This is an optimization exercise on Yosys and OpenROAD, whose aim is small area, a short achievable clock period and few clock cycles per item, not a production implementation. No run shown here included a check of the RTL's function; only the layout flow was run.

==> flow/design.v <==
module fp_round (
    input  wire              sign,
    input  wire signed [9:0] e,
    input  wire [25:0]       sig,
    input  wire              sticky,
    output wire [31:0]       res
);
    wire        sub  = (e <= 10'sd0);
    wire [9:0]  rsh  = 10'sd1 - e;                      
    wire        big  = (rsh > 10'd26);
    wire [25:0] ssh  = big ? 26'd0 : (sig >> rsh[4:0]);
    wire        slo  = big ? 1'b1 : ((sig & ~({26{1'b1}} << rsh[4:0])) != 0);
    wire [25:0] s    = sub ? ssh : sig;
    wire        st   = sticky | (sub & slo);
    wire [7:0]  eo   = sub ? 8'd0 : e[7:0];
    wire        rup  = s[1] & (s[0] | st | s[2]);
    wire [30:0] mag  = {eo, s[24:2]} + {30'd0, rup};
    wire        ovf  = (e >= 10'sd255);
    assign res = ovf ? {sign, 8'hFF, 23'd0} : {sign, mag};
endmodule
module fp_add (
    input  wire [31:0] a,
    input  wire [31:0] b,
    output reg  [31:0] y
);
    wire a_max = (a[30:23] == 8'hFF);
    wire b_max = (b[30:23] == 8'hFF);
    wire a_nan = a_max && (a[22:0] != 0);
    wire b_nan = b_max && (b[22:0] != 0);
    wire a_inf = a_max && (a[22:0] == 0);
    wire b_inf = b_max && (b[22:0] == 0);
    wire       a_n = (a[30:23] != 0);
    wire       b_n = (b[30:23] != 0);
    wire [7:0] ea  = {a[30:24], a[23] | ~a_n};
    wire [7:0] eb  = {b[30:24], b[23] | ~b_n};
    wire [8:0] dab = {1'b0, ea} - {1'b0, eb};
    wire [8:0] dba = {1'b0, eb} - {1'b0, ea};
    wire        swap = (b[30:0] > a[30:0]);
    wire        sx   = swap ? b[31] : a[31];
    wire        sub  = a[31] ^ b[31];
    wire [7:0]  ex   = swap ? eb : ea;
    wire [23:0] mx   = swap ? {b_n, b[22:0]} : {a_n, a[22:0]};
    wire [23:0] mz   = swap ? {a_n, a[22:0]} : {b_n, b[22:0]};
    wire [7:0]  d    = swap ? dba[7:0] : dab[7:0];
    wire        d01  = swap ? (dba[7:1] == 0) : (dab[7:1] == 0);
    wire [26:0] zx   = {mz, 3'b000};
    wire        dbig = (d > 8'd26);
    wire [26:0] zal  = dbig ? 27'd0 : (zx >> d[4:0]);
    wire        zst  = dbig ? (mz != 0) : ((zx & ~({27{1'b1}} << d[4:0])) != 0);
    wire [26:0] zas  = {zal[26:1], zal[0] | zst};
    wire [26:0] xal  = {mx, 3'b000};
    wire [27:0] sum  = sub ? ({1'b0, xal} - {1'b0, zas}) : ({1'b0, xal} + {1'b0, zas});
    reg [26:0] fn;
    reg [7:0]  fe;
    always @(*) begin
        if (sum[27]) begin
            fn = {sum[27:2], sum[1] | sum[0]};
            fe = ex + 8'd1;
        end else if (sum[26]) begin
            fn = sum[26:0];
            fe = ex;
        end else if (sub) begin
            fn = {sum[25:0], 1'b0};
            fe = ex - 8'd1;
        end else begin
            fn = sum[26:0];           
            fe = 8'd0;
        end
    end
    wire        rup  = fn[2] & (fn[1] | fn[0] | fn[3]);
    wire [30:0] fmag = {fe, fn[25:3]} + {30'd0, rup};
    wire        fovf = sum[27] && (ex == 8'd254);
    wire [24:0] zn   = (d[0] ? {1'b0, mz} : {mz, 1'b0});
    wire [24:0] dn   = {mx, 1'b0} - zn;
    reg  [4:0]  lz;
    integer i;
    always @(*) begin
        lz = 5'd25;
        for (i = 0; i < 25; i = i + 1)
            if (dn[i]) lz = 5'd24 - i[4:0];
    end
    wire [7:0]  exm1 = ex - 8'd1;
    wire [4:0]  sh   = ({3'd0, lz} > exm1) ? exm1[4:0] : lz;
    wire [24:0] nn   = dn << sh;
    wire [7:0]  ne   = nn[24] ? ex - {3'd0, sh} : 8'd0;
    wire        near = sub & d01 & ~dn[24];
    always @(*) begin
        if (a_nan || b_nan || (a_inf && b_inf && sub))
            y = 32'h7FC00000;
        else if (a_inf)
            y = a;
        else if (b_inf)
            y = b;
        else if (near) begin
            if (dn == 25'd0)
                y = {a[31] & b[31], 31'd0};
            else
                y = {sx, ne, nn[23:1]};
        end else if (fovf)
            y = {sx, 8'hFF, 23'd0};
        else
            y = {sx, fmag};
    end
endmodule
module fp_mul (
    input  wire [31:0] a,
    input  wire [31:0] b,
    input  wire        na,
    input  wire        nb,
    input  wire [23:0] nm,
    input  wire [4:0]  nlz,
    output reg  [31:0] y
);
    wire a_max  = (a[30:23] == 8'hFF);
    wire b_max  = (b[30:23] == 8'hFF);
    wire a_nan  = a_max && (a[22:0] != 0);
    wire b_nan  = b_max && (b[22:0] != 0);
    wire a_inf  = a_max && (a[22:0] == 0);
    wire b_inf  = b_max && (b[22:0] == 0);
    wire a_n    = (a[30:23] != 0);
    wire b_n    = (b[30:23] != 0);
    wire a_zero = ~a_n && (a[22:0] == 0);
    wire b_zero = ~b_n && (b[22:0] == 0);
    wire tiny   = ~a_n && ~b_n;        
    wire sgn    = a[31] ^ b[31];
    wire [23:0] ma   = na ? nm : {a_n, a[22:0]};
    wire [23:0] mb   = nb ? nm : {b_n, b[22:0]};
    wire [47:0] prod = ma * mb;
    wire signed [9:0] e0 = $signed({2'd0, a[30:24], a[23] | ~a_n}) + $signed({2'd0, b[30:24], b[23] | ~b_n})
                         - $signed({5'd0, nlz}) - 10'sd127;
    wire        hi  = prod[47];
    wire [25:0] sig = hi ? prod[47:22] : prod[46:21];
    wire        st  = hi ? (prod[21:0] != 0) : (prod[20:0] != 0);
    wire signed [9:0] e = hi ? e0 + 10'sd1 : e0;
    wire [31:0] rnd;
    fp_round u_round (.sign(sgn), .e(e), .sig(sig), .sticky(st), .res(rnd));
    always @(*) begin
        if (a_nan || b_nan || (a_zero && b_inf) || (a_inf && b_zero))
            y = 32'h7FC00000;
        else if (a_inf || b_inf)
            y = {sgn, 8'hFF, 23'd0};
        else if (a_zero || b_zero || tiny)
            y = {sgn, 31'd0};
        else
            y = rnd;
    end
endmodule
module fp_div #(
    parameter K  = 7,
    parameter NB = 28           
) (
    input  wire        clk,
    input  wire        rst,
    input  wire        start,
    input  wire [31:0] a,
    input  wire [31:0] b,
    output wire        done,
    output wire [31:0] y
);
    function [1:0] qsel;
        input [3:0] s4, c4;
        begin
            case ({s4, c4})
                8'd0: qsel = 2'b10;
                8'd1: qsel = 2'b10;
                8'd2: qsel = 2'b10;
                8'd3: qsel = 2'b10;
                8'd4: qsel = 2'b10;
                8'd5: qsel = 2'b10;
                8'd6: qsel = 2'b10;
                8'd7: qsel = 2'b10;
                8'd8: qsel = 2'b01;
                8'd9: qsel = 2'b01;
                8'd10: qsel = 2'b01;
                8'd11: qsel = 2'b01;
                8'd12: qsel = 2'b01;
                8'd13: qsel = 2'b01;
                8'd14: qsel = 2'b01;
                8'd15: qsel = 2'b00;
                8'd16: qsel = 2'b10;
                8'd17: qsel = 2'b10;
                8'd18: qsel = 2'b10;
                8'd19: qsel = 2'b10;
                8'd20: qsel = 2'b10;
                8'd21: qsel = 2'b10;
                8'd22: qsel = 2'b10;
                8'd23: qsel = 2'b01;
                8'd24: qsel = 2'b01;
                8'd25: qsel = 2'b01;
                8'd26: qsel = 2'b01;
                8'd27: qsel = 2'b01;
                8'd28: qsel = 2'b01;
                8'd29: qsel = 2'b01;
                8'd30: qsel = 2'b00;
                8'd31: qsel = 2'b10;
                8'd32: qsel = 2'b10;
                8'd33: qsel = 2'b10;
                8'd34: qsel = 2'b10;
                8'd35: qsel = 2'b10;
                8'd36: qsel = 2'b10;
                8'd37: qsel = 2'b10;
                8'd38: qsel = 2'b01;
                8'd39: qsel = 2'b01;
                8'd40: qsel = 2'b01;
                8'd41: qsel = 2'b01;
                8'd42: qsel = 2'b01;
                8'd43: qsel = 2'b01;
                8'd44: qsel = 2'b01;
                8'd45: qsel = 2'b00;
                8'd46: qsel = 2'b10;
                8'd47: qsel = 2'b10;
                8'd48: qsel = 2'b10;
                8'd49: qsel = 2'b10;
                8'd50: qsel = 2'b10;
                8'd51: qsel = 2'b10;
                8'd52: qsel = 2'b10;
                8'd53: qsel = 2'b01;
                8'd54: qsel = 2'b01;
                8'd55: qsel = 2'b01;
                8'd56: qsel = 2'b01;
                8'd57: qsel = 2'b01;
                8'd58: qsel = 2'b01;
                8'd59: qsel = 2'b01;
                8'd60: qsel = 2'b00;
                8'd61: qsel = 2'b10;
                8'd62: qsel = 2'b10;
                8'd63: qsel = 2'b10;
                8'd64: qsel = 2'b10;
                8'd65: qsel = 2'b10;
                8'd66: qsel = 2'b10;
                8'd67: qsel = 2'b10;
                8'd68: qsel = 2'b01;
                8'd69: qsel = 2'b01;
                8'd70: qsel = 2'b01;
                8'd71: qsel = 2'b01;
                8'd72: qsel = 2'b01;
                8'd73: qsel = 2'b01;
                8'd74: qsel = 2'b01;
                8'd75: qsel = 2'b00;
                8'd76: qsel = 2'b10;
                8'd77: qsel = 2'b10;
                8'd78: qsel = 2'b10;
                8'd79: qsel = 2'b10;
                8'd80: qsel = 2'b10;
                8'd81: qsel = 2'b10;
                8'd82: qsel = 2'b10;
                8'd83: qsel = 2'b01;
                8'd84: qsel = 2'b01;
                8'd85: qsel = 2'b01;
                8'd86: qsel = 2'b01;
                8'd87: qsel = 2'b01;
                8'd88: qsel = 2'b01;
                8'd89: qsel = 2'b01;
                8'd90: qsel = 2'b00;
                8'd91: qsel = 2'b10;
                8'd92: qsel = 2'b10;
                8'd93: qsel = 2'b10;
                8'd94: qsel = 2'b10;
                8'd95: qsel = 2'b10;
                8'd96: qsel = 2'b10;
                8'd97: qsel = 2'b10;
                8'd98: qsel = 2'b01;
                8'd99: qsel = 2'b01;
                8'd100: qsel = 2'b01;
                8'd101: qsel = 2'b01;
                8'd102: qsel = 2'b01;
                8'd103: qsel = 2'b01;
                8'd104: qsel = 2'b01;
                8'd105: qsel = 2'b00;
                8'd106: qsel = 2'b10;
                8'd107: qsel = 2'b10;
                8'd108: qsel = 2'b10;
                8'd109: qsel = 2'b10;
                8'd110: qsel = 2'b10;
                8'd111: qsel = 2'b10;
                8'd112: qsel = 2'b10;
                8'd113: qsel = 2'b01;
                8'd114: qsel = 2'b01;
                8'd115: qsel = 2'b01;
                8'd116: qsel = 2'b01;
                8'd117: qsel = 2'b01;
                8'd118: qsel = 2'b01;
                8'd119: qsel = 2'b01;
                8'd120: qsel = 2'b00;
                8'd121: qsel = 2'b10;
                8'd122: qsel = 2'b10;
                8'd123: qsel = 2'b10;
                8'd124: qsel = 2'b10;
                8'd125: qsel = 2'b10;
                8'd126: qsel = 2'b10;
                8'd127: qsel = 2'b10;
                8'd128: qsel = 2'b01;
                8'd129: qsel = 2'b01;
                8'd130: qsel = 2'b01;
                8'd131: qsel = 2'b01;
                8'd132: qsel = 2'b01;
                8'd133: qsel = 2'b01;
                8'd134: qsel = 2'b01;
                8'd135: qsel = 2'b00;
                8'd136: qsel = 2'b10;
                8'd137: qsel = 2'b10;
                8'd138: qsel = 2'b10;
                8'd139: qsel = 2'b10;
                8'd140: qsel = 2'b10;
                8'd141: qsel = 2'b10;
                8'd142: qsel = 2'b10;
                8'd143: qsel = 2'b10;
                8'd144: qsel = 2'b01;
                8'd145: qsel = 2'b01;
                8'd146: qsel = 2'b01;
                8'd147: qsel = 2'b01;
                8'd148: qsel = 2'b01;
                8'd149: qsel = 2'b01;
                8'd150: qsel = 2'b00;
                8'd151: qsel = 2'b10;
                8'd152: qsel = 2'b10;
                8'd153: qsel = 2'b10;
                8'd154: qsel = 2'b10;
                8'd155: qsel = 2'b10;
                8'd156: qsel = 2'b10;
                8'd157: qsel = 2'b10;
                8'd158: qsel = 2'b10;
                8'd159: qsel = 2'b01;
                8'd160: qsel = 2'b01;
                8'd161: qsel = 2'b01;
                8'd162: qsel = 2'b01;
                8'd163: qsel = 2'b01;
                8'd164: qsel = 2'b01;
                8'd165: qsel = 2'b00;
                8'd166: qsel = 2'b10;
                8'd167: qsel = 2'b10;
                8'd168: qsel = 2'b10;
                8'd169: qsel = 2'b10;
                8'd170: qsel = 2'b10;
                8'd171: qsel = 2'b10;
                8'd172: qsel = 2'b10;
                8'd173: qsel = 2'b10;
                8'd174: qsel = 2'b01;
                8'd175: qsel = 2'b01;
                8'd176: qsel = 2'b01;
                8'd177: qsel = 2'b01;
                8'd178: qsel = 2'b01;
                8'd179: qsel = 2'b01;
                8'd180: qsel = 2'b00;
                8'd181: qsel = 2'b10;
                8'd182: qsel = 2'b10;
                8'd183: qsel = 2'b10;
                8'd184: qsel = 2'b10;
                8'd185: qsel = 2'b10;
                8'd186: qsel = 2'b10;
                8'd187: qsel = 2'b10;
                8'd188: qsel = 2'b10;
                8'd189: qsel = 2'b01;
                8'd190: qsel = 2'b01;
                8'd191: qsel = 2'b01;
                8'd192: qsel = 2'b01;
                8'd193: qsel = 2'b01;
                8'd194: qsel = 2'b01;
                8'd195: qsel = 2'b00;
                8'd196: qsel = 2'b10;
                8'd197: qsel = 2'b10;
                8'd198: qsel = 2'b10;
                8'd199: qsel = 2'b10;
                8'd200: qsel = 2'b10;
                8'd201: qsel = 2'b10;
                8'd202: qsel = 2'b10;
                8'd203: qsel = 2'b10;
                8'd204: qsel = 2'b01;
                8'd205: qsel = 2'b01;
                8'd206: qsel = 2'b01;
                8'd207: qsel = 2'b01;
                8'd208: qsel = 2'b01;
                8'd209: qsel = 2'b01;
                8'd210: qsel = 2'b00;
                8'd211: qsel = 2'b10;
                8'd212: qsel = 2'b10;
                8'd213: qsel = 2'b10;
                8'd214: qsel = 2'b10;
                8'd215: qsel = 2'b10;
                8'd216: qsel = 2'b10;
                8'd217: qsel = 2'b10;
                8'd218: qsel = 2'b10;
                8'd219: qsel = 2'b01;
                8'd220: qsel = 2'b01;
                8'd221: qsel = 2'b01;
                8'd222: qsel = 2'b01;
                8'd223: qsel = 2'b01;
                8'd224: qsel = 2'b01;
                8'd225: qsel = 2'b00;
                8'd226: qsel = 2'b10;
                8'd227: qsel = 2'b10;
                8'd228: qsel = 2'b10;
                8'd229: qsel = 2'b10;
                8'd230: qsel = 2'b10;
                8'd231: qsel = 2'b10;
                8'd232: qsel = 2'b10;
                8'd233: qsel = 2'b10;
                8'd234: qsel = 2'b01;
                8'd235: qsel = 2'b01;
                8'd236: qsel = 2'b01;
                8'd237: qsel = 2'b01;
                8'd238: qsel = 2'b01;
                8'd239: qsel = 2'b01;
                8'd240: qsel = 2'b00;
                8'd241: qsel = 2'b10;
                8'd242: qsel = 2'b10;
                8'd243: qsel = 2'b10;
                8'd244: qsel = 2'b10;
                8'd245: qsel = 2'b10;
                8'd246: qsel = 2'b10;
                8'd247: qsel = 2'b10;
                8'd248: qsel = 2'b10;
                8'd249: qsel = 2'b01;
                8'd250: qsel = 2'b01;
                8'd251: qsel = 2'b01;
                8'd252: qsel = 2'b01;
                8'd253: qsel = 2'b01;
                8'd254: qsel = 2'b01;
                8'd255: qsel = 2'b01;
            endcase
        end
    endfunction
    reg               a_sign;
    reg        [7:0]  a_exp;
    reg        [1:0]  spec;         
    reg signed [9:0]  adj;          
    reg        [27:0] ws, wc;       
    reg        [23:0] dvs;          
    reg      [NB-1:0] qp, qn;       
    reg        [5:0]  cnt;
    reg               first;
    reg               busy;
    wire b_n    = (b[30:23] != 0);
    wire a_max  = (a_exp == 8'hFF);
    wire b_max  = (b[30:23] == 8'hFF);
    wire a_mz   = (ws[22:0] == 0);
    wire a_nan  = a_max && !a_mz;
    wire b_nan  = b_max && (b[22:0] != 0);
    wire a_inf  = a_max && a_mz;
    wire b_inf  = b_max && (b[22:0] == 0);
    wire a_zero = (a_exp == 0) && a_mz;
    wire b_zero = (b[30:0] == 0);
    reg [1:0] spec_now;
    always @(*) begin
        if (a_nan || b_nan || (a_zero && b_zero) || (a_inf && b_inf))
            spec_now = 2'd1;
        else if (a_inf || b_zero)
            spec_now = 2'd2;
        else if (a_zero || b_inf)
            spec_now = 2'd3;
        else
            spec_now = 2'd0;
    end
    wire        nrm = ws[23] & dvs[23];
    wire [27:0] dd  = {3'b000, dvs, 1'b0};
    reg [27:0]   s, c, x, s2, c2;
    reg [NB-1:0] p, n;
    reg          qpos, qneg;
    integer j;
    always @(*) begin
        s = ws;
        c = wc;
        p = qp;
        n = qn;
        for (j = 0; j < K; j = j + 1) begin
            s2   = {s[26:0], 1'b0};
            c2   = {c[26:0], 1'b0};
            {qpos, qneg} = qsel(s2[27:24], c2[27:24]);
            x    = qpos ? ~dd : (qneg ? dd : 28'd0);
            s    = s2 ^ c2 ^ x;
            c    = {((s2 & c2) | (s2 & x) | (c2 & x)), 1'b0} | {27'd0, qpos};
            p    = {p[NB-2:0], qpos};
            n    = {n[NB-2:0], qneg};
        end
    end
    always @(posedge clk) begin
        if (rst) begin
            busy <= 1'b0;
        end else if (start) begin
            a_sign <= a[31];
            a_exp  <= a[30:23];
            ws     <= {4'd0, a[30:23] != 0, a[22:0]};
            wc     <= 28'd0;
            dvs    <= {b_n, b[22:0]};
            qp     <= {NB{1'b0}};
            qn     <= {NB{1'b0}};
            adj    <= 10'sd0;
            cnt    <= NB / K;
            first  <= 1'b1;
            busy   <= 1'b1;
        end else if (busy) begin
            if (first) begin
                first <= 1'b0;
                spec  <= spec_now;
                if (spec_now != 2'd0)
                    busy <= 1'b0;
            end
            if (!nrm && cnt == NB / K) begin
                if (!ws[23])
                    ws <= ws << 1;
                if (!dvs[23])
                    dvs <= dvs << 1;
                adj <= adj - {9'd0, ~ws[23]} + {9'd0, ~dvs[23]};
            end else begin
                ws  <= s;
                wc  <= c;
                qp  <= p;
                qn  <= n;
                cnt <= cnt - 6'd1;
                if (cnt == 6'd1)
                    busy <= 1'b0;
            end
        end
    end
    assign done = ~busy;
    wire [27:0]   w    = ws + wc;
    wire          neg  = w[27];
    wire [NB-1:0] quo  = qp - qn - {{(NB-1){1'b0}}, neg};
    wire          rz   = (w == 28'd0) | (neg & (w == ~dd + 28'd1));
    wire          hi   = quo[NB-1];
    wire [25:0]   sig  = hi ? quo[NB-1:NB-26] : {quo[NB-2:NB-26], 1'b0};
    wire          stk  = ~rz | (NB > 26 ? |(quo << 26) : 1'b0);
    wire signed [9:0] e = $signed({2'd0, a_exp[7:1], a_exp[0] | (a_exp == 0)})
                        - $signed({2'd0, b[30:24], b[23] | ~b_n}) + adj
                        + (hi ? 10'sd127 : 10'sd126);
    wire [31:0]   rnd;
    fp_round u_round (
        .sign  (a_sign ^ b[31]),
        .e     (e),
        .sig   (sig),
        .sticky(stk),
        .res   (rnd)
    );
    assign y = (spec == 2'd1) ? 32'h7FC00000 :
               (spec == 2'd2) ? {a_sign ^ b[31], 8'hFF, 23'd0} :
               (spec == 2'd3) ? {a_sign ^ b[31], 31'd0} : rnd;
endmodule
module pid_eval (
    input  wire        clk,
    input  wire        rst,
    input  wire        start,
    input  wire [31:0] sp,
    input  wire [31:0] meas,
    input  wire [31:0] kp,
    input  wire [31:0] ki,
    input  wire [31:0] kd,
    input  wire [31:0] bias,
    input  wire [31:0] dt,
    output wire        ready,
    output reg         done,
    output wire [31:0] out,
    output wire [31:0] integral,
    output wire [31:0] prev_err
);
    localparam IDLE = 0,
               ERR  = 1,    
               DE   = 2,    
               INT  = 3,    
               I    = 4,    
               PI   = 5,    
               RND  = 6,    
               D    = 7,    
               PID  = 8,    
               OUT  = 9;    
    reg [9:0]  st;
    reg [31:0] r_kp, r_ki, r_kd, r_bias, r_dt;
    reg [31:0] ra, rb;           
    reg [31:0] r_int, r_prev;
    wire [31:0] add_a = st[ERR] ? {~rb[31], rb[30:0]} :
                        st[INT] ? r_int : ra;
    wire [31:0] add_b = st[DE]  ? {~r_prev[31], r_prev[30:0]} :
                        st[OUT] ? r_bias :
                        st[ERR] ? ra : rb;
    wire [31:0] add_y;
    fp_add u_add (.a(add_a), .b(add_b), .y(add_y));
    wire [31:0] mul_a = st[DE]  ? r_dt :
                        st[INT] ? r_kp :
                        st[I]   ? r_ki : r_kd;
    wire [31:0] mul_b = st[DE]  ? ra :
                        st[INT] ? r_prev :
                        st[I]   ? r_int : rb;
    reg         nsa, nsb;
    reg  [23:0] nm;
    reg  [4:0]  nlz;
    wire [31:0] mul_y;
    fp_mul u_mul (.a(mul_a), .b(mul_b), .na(nsa), .nb(nsb), .nm(nm), .nlz(nlz), .y(mul_y));
    wire a_sub = (mul_a[30:23] == 8'd0) && (mul_a[22:0] != 23'd0);
    wire b_sub = (mul_b[30:23] == 8'd0) && (mul_b[22:0] != 23'd0);
    wire stall = (st[DE] | st[INT] | st[I] | st[D]) & (a_sub ^ b_sub) & ~(nsa | nsb);
    wire [22:0] sm = a_sub ? mul_a[22:0] : mul_b[22:0];
    reg  [4:0]  slz;
    integer i;
    always @(*) begin
        slz = 5'd0;
        for (i = 0; i < 23; i = i + 1)
            if (sm[i]) slz = 5'd23 - i[4:0];
    end
    wire        div_done;
    wire [31:0] div_y;
    fp_div u_div (
        .clk  (clk),
        .rst  (rst),
        .start(st[DE] & ~stall),
        .a    (add_y),
        .b    (r_dt),
        .done (div_done),
        .y    (div_y)
    );
    assign ready    = st[IDLE];
    assign out      = rb;
    assign integral = r_int;
    assign prev_err = r_prev;
    wire adv = ~stall & (~st[RND] | div_done);
    always @(posedge clk) begin
        done <= 1'b0;
        if (rst) begin
            st     <= 10'd1 << IDLE;
            r_int  <= 32'd0;
            r_prev <= 32'd0;
            nsa    <= 1'b0;
            nsb    <= 1'b0;
        end else begin
            if (stall) begin
                nm  <= {1'b0, sm} << slz;
                nlz <= slz;
                nsa <= a_sub;
                nsb <= b_sub;
            end else begin
                nsa <= 1'b0;
                nsb <= 1'b0;
                nlz <= 5'd0;
            end
            if (st[IDLE] & start) begin
                ra     <= sp;
                rb     <= meas;
                r_kp   <= kp;
                r_ki   <= ki;
                r_kd   <= kd;
                r_bias <= bias;
                r_dt   <= dt;
            end
            if (adv) begin
                if (st[ERR] | st[PI] | st[PID]) ra <= add_y;
                if (st[INT])                    ra <= mul_y;
                if (st[DE] | st[I] | st[D])     rb <= mul_y;
                if (st[RND])                    rb <= div_y;
                if (st[OUT])                    rb <= add_y;
                if (st[INT])                    r_int <= add_y;
                if (st[DE])                     r_prev <= ra;
                if (st[OUT])                    done <= 1'b1;
                if (st[IDLE])
                    st <= start ? (10'd1 << ERR) : (10'd1 << IDLE);
                else if (st[OUT])
                    st <= 10'd1 << IDLE;
                else
                    st <= st << 1;
            end
        end
    end
endmodule
==> flow/run.sh <==
#!/bin/bash
# synth_recipe.tcl (not shown) runs the flow's synth.tcl, then flattens the netlist and writes it again
# the make line also repeats each setting of config.mk as NAME=value (left out here)
make -C /OpenROAD-flow-scripts/flow DESIGN_CONFIG=/design/flow/config.mk WORK_HOME=/design/flow/orfs CLKGATE_MAP_FILE= SYNTH_SCRIPT=/design/flow/synth_recipe.tcl finish
==> flow/config.mk <==
export PLATFORM = sky130hd
export DESIGN_NAME = pid_eval
export DESIGN_NICKNAME = pid_eval
export VERILOG_FILES = /design/flow/design.v
export SDC_FILE = /design/flow/constraint.sdc
export NUM_CORES = 4
export LEC_CHECK = 0
export CAP_MARGIN = 20
export CORE_MARGIN = 2
export CORE_UTILIZATION = 40
export SLEW_MARGIN = 20
==> flow/constraint.sdc <==
create_clock -name core_clock -period 20.0 [get_ports {clk}]
set_input_delay 4.0000 -clock core_clock [delete_from_list [all_inputs] [get_ports {clk}]]
set_output_delay 4.0000 -clock core_clock [all_outputs]
set_load 0.01 [all_outputs]
==> results of run 1 <==
per-layer routing:
layer / routed length [um] / global-route usage, %
met1: 143000 / 43.8
met2: 163000 / 54.7
met3: 35700 / 8.41
met4: 39400 / 30.4
met5: 159 / 0
final timing paths:
check	cells after the start	endpoint
max	78	u_div.ws[4]$_DFFE_PP_
max reg2reg	78	u_div.ws[4]$_DFFE_PP_
min reg2reg	2	st[5]$_SDFFE_PP0P_
min	2	st[5]$_SDFFE_PP0P_
registers in the layout, indices dropped and copies added, names as in the netlist, 32 cells and up:
signal and count:
r_bias 32, r_prev 32, r_kd 32, r_dt 32, rb 32, ra 32
r_kp 32, r_int 32, r_ki 32
layout by cell type, fill, tap and decap left out, drive strengths merged, types with 125 or more instances in the layout:
| cell | instances |
|---|---|
| a211oi | 129 |
| a21o | 125 |
| a21oi | 670 |
| and2 | 140 |
| buf | 287 |
| clkdlybuf4s50 | 323 |
| edfxtp | 415 |
| fa | 658 |
| ha | 473 |
| inv | 991 |
| mux2 | 158 |
| mux2i | 455 |
| nand2 | 1285 |
| nand3 | 188 |
| nor2 | 922 |
| nor3 | 186 |
| o21ai | 530 |
| xnor2 | 241 |
tightest hold or removal path, cell delays in order, from the launching register on:
cell and delay (ns):
dfxtp_1 0.33, nand2_1 0.07, a21oi_1 0.05
through the flow:
step	TNS [ns]	cell area, um2
floorplan	0	80500
global placement	0	87000
detailed placement	0	87000
CTS	0	89100
global route	-0.0438	89400
finish	0	89500
cell type report:
cell class / instances / area [um2] / share of cell area, %
multi-input combinational: 7840 / 60700 / 67.9
sequential: 493 / 14000 / 15.7
timing repair buffer: 611 / 5490 / 6.14
inverter: 993 / 3730 / 4.17
tap: 2656 / 3320 / 3.71
clock buffer: 82 / 1740 / 1.94
clock inverter: 31 / 373 / 0.417
antenna: 13 / 32.5 / 0.0364
cells by family (layout without fill, tap and decap cells):
kind of cell,Yosys count,in the layout
AOI/OAI and AO/OA,2372,2372
xor gates and xnor gates,349,349
adders and majority gates,1141,1141
buffers and inverters,1574,1717
DFF,493,493
muxes,656,657
other,1,14
and+or+nand+nor,3320,3320
repair_timing:
action / in CTS / in global routing
endpoints found under the setup margin: 0 / 52
gates resized for setup: 0 / 32
setup buffers: 0 / 17
endpoints found under the hold margin: 0 / 0
==> reports/metrics.cfg, run 1 <==
[outcome]
run_status = complete, no violations

[run]
max_cap_viol_count = 0

[synthesis]
synthDominantAreaCellType = fa_1
ys_async_sr_fraction_pct = 0
ys.warnings.count = 4
synthCells = 9906
leading_cell_type_by_number_of_instances_after_synthesis = nand2_1
yosysUniqueCellTypes = 138
synth-edff-count = 415
synth_top_family_by_area = adder cells
postSynthNetCount = 11300
synth_flop_cell = edfxtp_1
mappedNetlistArea_um2 = 80500
synth-seq-cells = 493
yosys.area_share.adder_pct = 23.8
complex_gate_fraction_of_the_synthesized_area_pct = 19.3
synthTopCellsByArea = fa_1 16%, edfxtp_1 15%, ha_1 7.4%
synth_seq_area_share_pct = 17.4
yosys-mux-area-fraction_pct = 9.11
synth.cells.most_frequent = 1281 x nand2_1, 976 x inv_1, 917 x nor2_1
netlist.area_leader.share_pct = 16.4
synth_simple_gate_area_share_pct = 18.7
syn-mean-instance-area_um2 = 8.13
yosys.area_share.xor_xnor_pct = 3.94

[worst_setup_path]
worst_path_required_time_ns = 20.49
worst_path_max_delay_cell = fa_2
setup.reg_to_reg.worst_slack_ns = 1.07
critPathBufInv = 8
max_stage_delay_ns = 0.60
cp.arrival_ns = 19.42
crit_path_max_fo = 24
critical_path.top_delay_family = simple AND/OR/NAND/NOR gates
cp-start-kind = flop
timing.setup.critical_path_class = reg2reg
worstReg2RegStart = u_div.wc[25]$_SDFFCE_PP0P_
critPathCaptureType = flop
worstSetupStartpoint = u_div.wc[25]$_SDFFCE_PP0P_

[clock_network]
ctsHtreeMaxLevel = 2
cts.sink_count = 493
worstSkewPairLatency_ns = 0.76
cts_tree = yes
ctsRootBufferMaster = clkbuf_16
path_clk_slew_ns = 0.06
hold_buffers = 0
clock_path_buffers = 3
cts_bufs_inserted = 61

[final_layout]
layout.core_utilization_pct = 44.8
drive_above_1_share_pct = 8.23
final-instance-count-excl-fill = 12700
area.growth.synth_to_final_pct = 11.1
fin_nets = 11400
number_of_filler_instances_in_the_final_layout = 20000

[placed_design]
hpwl_um = 301000
preCtsSetupSlack_ns = 0.199
gpl.final_weighted_congestion = 1.09
buffer_ports.inserted = 324
place.detailed.instances = 12600

[routing]
vias = 79500
dr.first_iter.drc_count = 9416
remaining_drc_errors = 0
antenna_left = 0
drt_wl_total_um = 382000
vias_per_inst = 6.25
wl_per_cell_um = 30.0
first_pass_detailed_route_iteration_total = 8

[grt]
first_global_vias = 77200
global_route.usage.total_pct = 36.2
wire_length_of_the_first_global_routing_pass_um = 547000
antenna_found_initial = 34
grt_start_max_net_pins = 93
grt_remaining_overflow = 0

[timing]
max_freq_ghz = 0.0528
fin_skew_ns = 0.0823
min_period_over_period_pct = 94.7
finalHoldViolations = 0
hold_slack_ns = 0.494
post-route-min-period_ns = 18.93
fin_ws_ns = 1.07
slew-limit-headroom_pct = 16.4
drv_slew = 0
finalSetupViolCount = 0
worst_slew_pin_slew_ns = 1.25

[die]
die_height_um = 453
floorplan.rows = 164
design.die.area_um2 = 205000
chipWidth_um = 453
initial_core_utilization_pct = 40.3
core-area_um2 = 200000
boundaryPins = 325

[worst_hold_path]
hold_path.startpoint = st[5]$_SDFFE_PP0P_
hold_path.class = reg2reg

==> run 2: changes to the inputs <==
--- a/flow/config.mk
+++ b/flow/config.mk
@@ -9,3 +9,4 @@
 export CORE_MARGIN = 2
 export CORE_UTILIZATION = 40
+export SETUP_SLACK_MARGIN = 4
 export SLEW_MARGIN = 20
==> reports/metrics.cfg, run 2 <==
[final_layout]
final-instance-count-excl-fill = 12900  ; +1.5%
multiInputGateArea_um2 = 62200  ; +2.4%
register_area_um2 = 14000  ; about the same
drive_above_1_share_pct = 12.2  ; +4.0 points
fin_nets = 11600  ; +1.7%
layout.cells.most_common_list = 1264 x nand2_1, 969 x inv_1, 894 x nor2_1
leading_cell_type_in_the_layout_fill_and_taps_excluded = nand2_1
number_of_filler_instances_in_the_final_layout = 19800  ; -0.93%
area.growth.synth_to_final_pct = 15.3

[routing]
drt_wl_total_um = 393000  ; +3.0%
first_pass_detailed_route_iteration_total = 7  ; -1
remaining_drc_errors = 0  ; unchanged
wl_per_cell_um = 30.4  ; +1.5%
dr.first_iter.drc_count = 8946  ; -5.0%
antenna_left = 0  ; unchanged
vias_per_inst = 6.25  ; about the same
vias = 80700  ; +1.6%

[timing]
fin_skew_ns = 0.0677  ; -0.0147 ns
max_freq_ghz = 0.0607  ; +15%
slew-limit-headroom_pct = 13.7  ; -2.6 points
setup_repair_after_global_routing_missed_its_margin = yes
worst_slew_pin_slew_ns = 1.28  ; +0.0392 ns
drv_slew = 0  ; unchanged
post-route-min-period_ns = 16.47  ; -2.46 ns
finalSetupViolCount = 0  ; unchanged
min_period_over_period_pct = 82.3  ; -12 points
finalHoldViolations = 0  ; unchanged
finalSetupTns_ns = 0  ; unchanged

[die]
initial_core_utilization_pct = 40.3  ; unchanged
chipWidth_um = 453  ; unchanged
floorplan.rows = 164  ; unchanged
design.die.area_um2 = 205000  ; unchanged
core-area_um2 = 200000  ; unchanged
boundaryPins = 325  ; unchanged
die_height_um = 453  ; unchanged

[clock_network]
ctsRootBufferMaster = clkbuf_16
cts.sink_count = 493  ; unchanged
ctsHtreeMaxLevel = 3  ; +1
clock_path_buffers = 3  ; unchanged
path_clk_slew_ns = 0.06  ; about the same
hold_buffers = 0  ; unchanged
cts_tree = yes
cts_bufs_inserted = 66  ; +8.2%
worstSkewPairLatency_ns = 0.73  ; -0.03 ns

[grt]
global_route.usage.total_pct = 37.5  ; +1.3 points
antenna_found_initial = 26  ; -24%
wire_length_of_the_first_global_routing_pass_um = 562000  ; +2.8%
first_global_vias = 78800  ; +2.0%
grt_start_max_net_pins = 94  ; +1.1%
grt_remaining_overflow = 0  ; unchanged

[synthesis]
synth.cells.most_frequent = 1281 x nand2_1, 976 x inv_1, 917 x nor2_1
ys.warnings.count = 4  ; unchanged
ys_async_sr_fraction_pct = 0  ; unchanged
leading_cell_type_by_number_of_instances_after_synthesis = nand2_1
synthTopCellsByArea = fa_1 16%, edfxtp_1 15%, ha_1 7.4%
syn-mean-instance-area_um2 = 8.13  ; unchanged
synth-seq-cells = 493  ; unchanged
postSynthNetCount = 11300  ; unchanged
synthCells = 9906  ; unchanged
mappedNetlistArea_um2 = 80500  ; unchanged
synthDominantAreaCellType = fa_1
synth-edff-count = 415  ; unchanged
yosysUniqueCellTypes = 138  ; unchanged
netlist.area_leader.share_pct = 16.4  ; unchanged
synth_flop_cell = edfxtp_1
synth_seq_area_share_pct = 17.4  ; unchanged

[placed_design]
place.detailed.instances = 12600  ; -0.024%
hpwl_um = 305000  ; +1.4%
gpl.final_weighted_congestion = 1.05  ; -3.0%
buffer_ports.inserted = 324  ; unchanged

[run]
max_cap_viol_count = 0  ; unchanged

[worst_hold_path]
timing.hold.worst_path_depth = 2  ; unchanged
hold_path.class = reg2reg

[worst_setup_path]
max_stage_delay_ns = 0.59  ; about the same
worst_path_required_time_ns = 20.43  ; -0.06 ns
ff2ff_path_depth = 78  ; unchanged
cp.arrival_ns = 16.89  ; -2.53 ns
critPathCaptureType = flop
timing.setup.critical_path_class = reg2reg
cp-start-kind = flop
crit_path_frequent_cell = fa_2
worst_path_max_delay_cell = fa_2
crit_path_max_fo = 8  ; -67%

[outcome]
run_status = complete, no violations

-- run 2: cell counts after synthesis --
No cell type changed its count.
-- run 2: what timing repair did --
action | 4_1_cts | 5_1_grt
buffers inserted | 144 | 51
gates resized for setup | 151 | 184
pin swaps | 99 | 72
gates cloned | 10 | 1
setup endpoints to repair | 95 | 141
-- run 2: cell type report --
| type | count | area share (%) |
|---|---|---|
| Timing Repair inverter | 1 | 0.00539 |
| Timing Repair Buffer | 791 | 7.78 |
| Sequential cell | 493 | 15.1 |
| Clock buffer | 78 | 1.86 |
| Inverter | 993 | 4.05 |
| Tap cell | 2656 | 3.58 |
| Clock inverter | 41 | 0.508 |
| Multi-Input combinational cell | 7846 | 67.0 |
| Antenna cell | 14 | 0.0378 |
-- run 2: kinds of logic after synthesis --
family,after synthesis,share of synthesized area (%)
AO/OA/AOI/OAI,2372,19.3
XOR/XNOR,349,3.94
other,1,0.00466
AND/OR/NAND/NOR,3320,18.7
buffers and inverters,1574,7.60
multiplexers,656,9.11
adder cells (fa/ha/maj),1141,23.8
flip-flops,493,17.4
-- run 2: worst paths after layout --
kind	start	endpoint	slack [ns]
worst max-delay path	u_div.wc[25]$_SDFFCE_PP0P_	u_div.ws[17]$_DFFE_PP_	3.53
worst max register to register	u_div.wc[25]$_SDFFCE_PP0P_	u_div.ws[17]$_DFFE_PP_	3.53
worst min register to register	r_int[13]$_SDFFE_PP0P_	r_int[13]$_SDFFE_PP0P_	0.47
worst min-delay path	r_int[13]$_SDFFE_PP0P_	r_int[13]$_SDFFE_PP0P_	0.47
-- run 2: through the flow --
step | hold slack, ns | instance area (um2) | setup WS (ns) | util, %
after floorplan | 0.452 | 81200 | 2.42 | -
after global placement | 0.442 | 87300 | 0.650 | 43.7
after detailed placement | 0.461 | 87300 | 0.633 | 43.7
after CTS | 0.469 | 91400 | 3.62 | 45.7
after global routing | 0.494 | 92700 | 2.85 | 46.4
final | 0.468 | 92800 | 3.53 | 46.4
-- run 2: critical path, delay by kind of cell, from the launching register on --
kind	cells	cell delay [ns]
xor+xnor	1	0.14
flops	1	0.44
mux	4	0.73
fa+ha+maj	11	4.42
simple gates	25	4.82
buf+inv	10	1.25
compound gates	27	4.35
-- run 2: routing by layer --
metal  global-route usage (%)  vias up  part of all wire (%)
li1                         -    35300                     -
met1                     44.1    39700                    37
met2                     57.4     4464                    44
met3                     9.74     1219                   9.5
met4                     31.2       22                    10
met5                        0        -                 0.036

==> what the ideal ports hide <==
The results above use ideal ports. As a check the final layouts listed here were re-extracted and re-timed, cells and wires unchanged. Step 1 (the two cells are an assumption about what drives the block):
set clk [get_ports {clk}]
set_driving_cell -lib_cell sky130_fd_sc_hd__clkbuf_16 $clk
set_driving_cell -lib_cell sky130_fd_sc_hd__buf_2 [delete_from_list [all_inputs] $clk]
Step 2 moves the port delays by t, midway between the first and last clock arrival at a register: inputs arrive t later, outputs are due t later. That takes back most of the time a late clock gives input paths. a / b / c = ideal / step 1 / step 2; a / b = the first two.
run	t (ns)	setup WS [ns]	hold slack, ns	worst slew at a driven data input, ns
run 1	0.816	1.067 / 1.067 / 1.067	0.494 / 0.494 / 0.494	0.18
run 2	0.781	3.532 / 3.532 / 3.532	0.468 / 0.468 / 0.468	0.16
After both steps setup and hold are still met in every run listed.
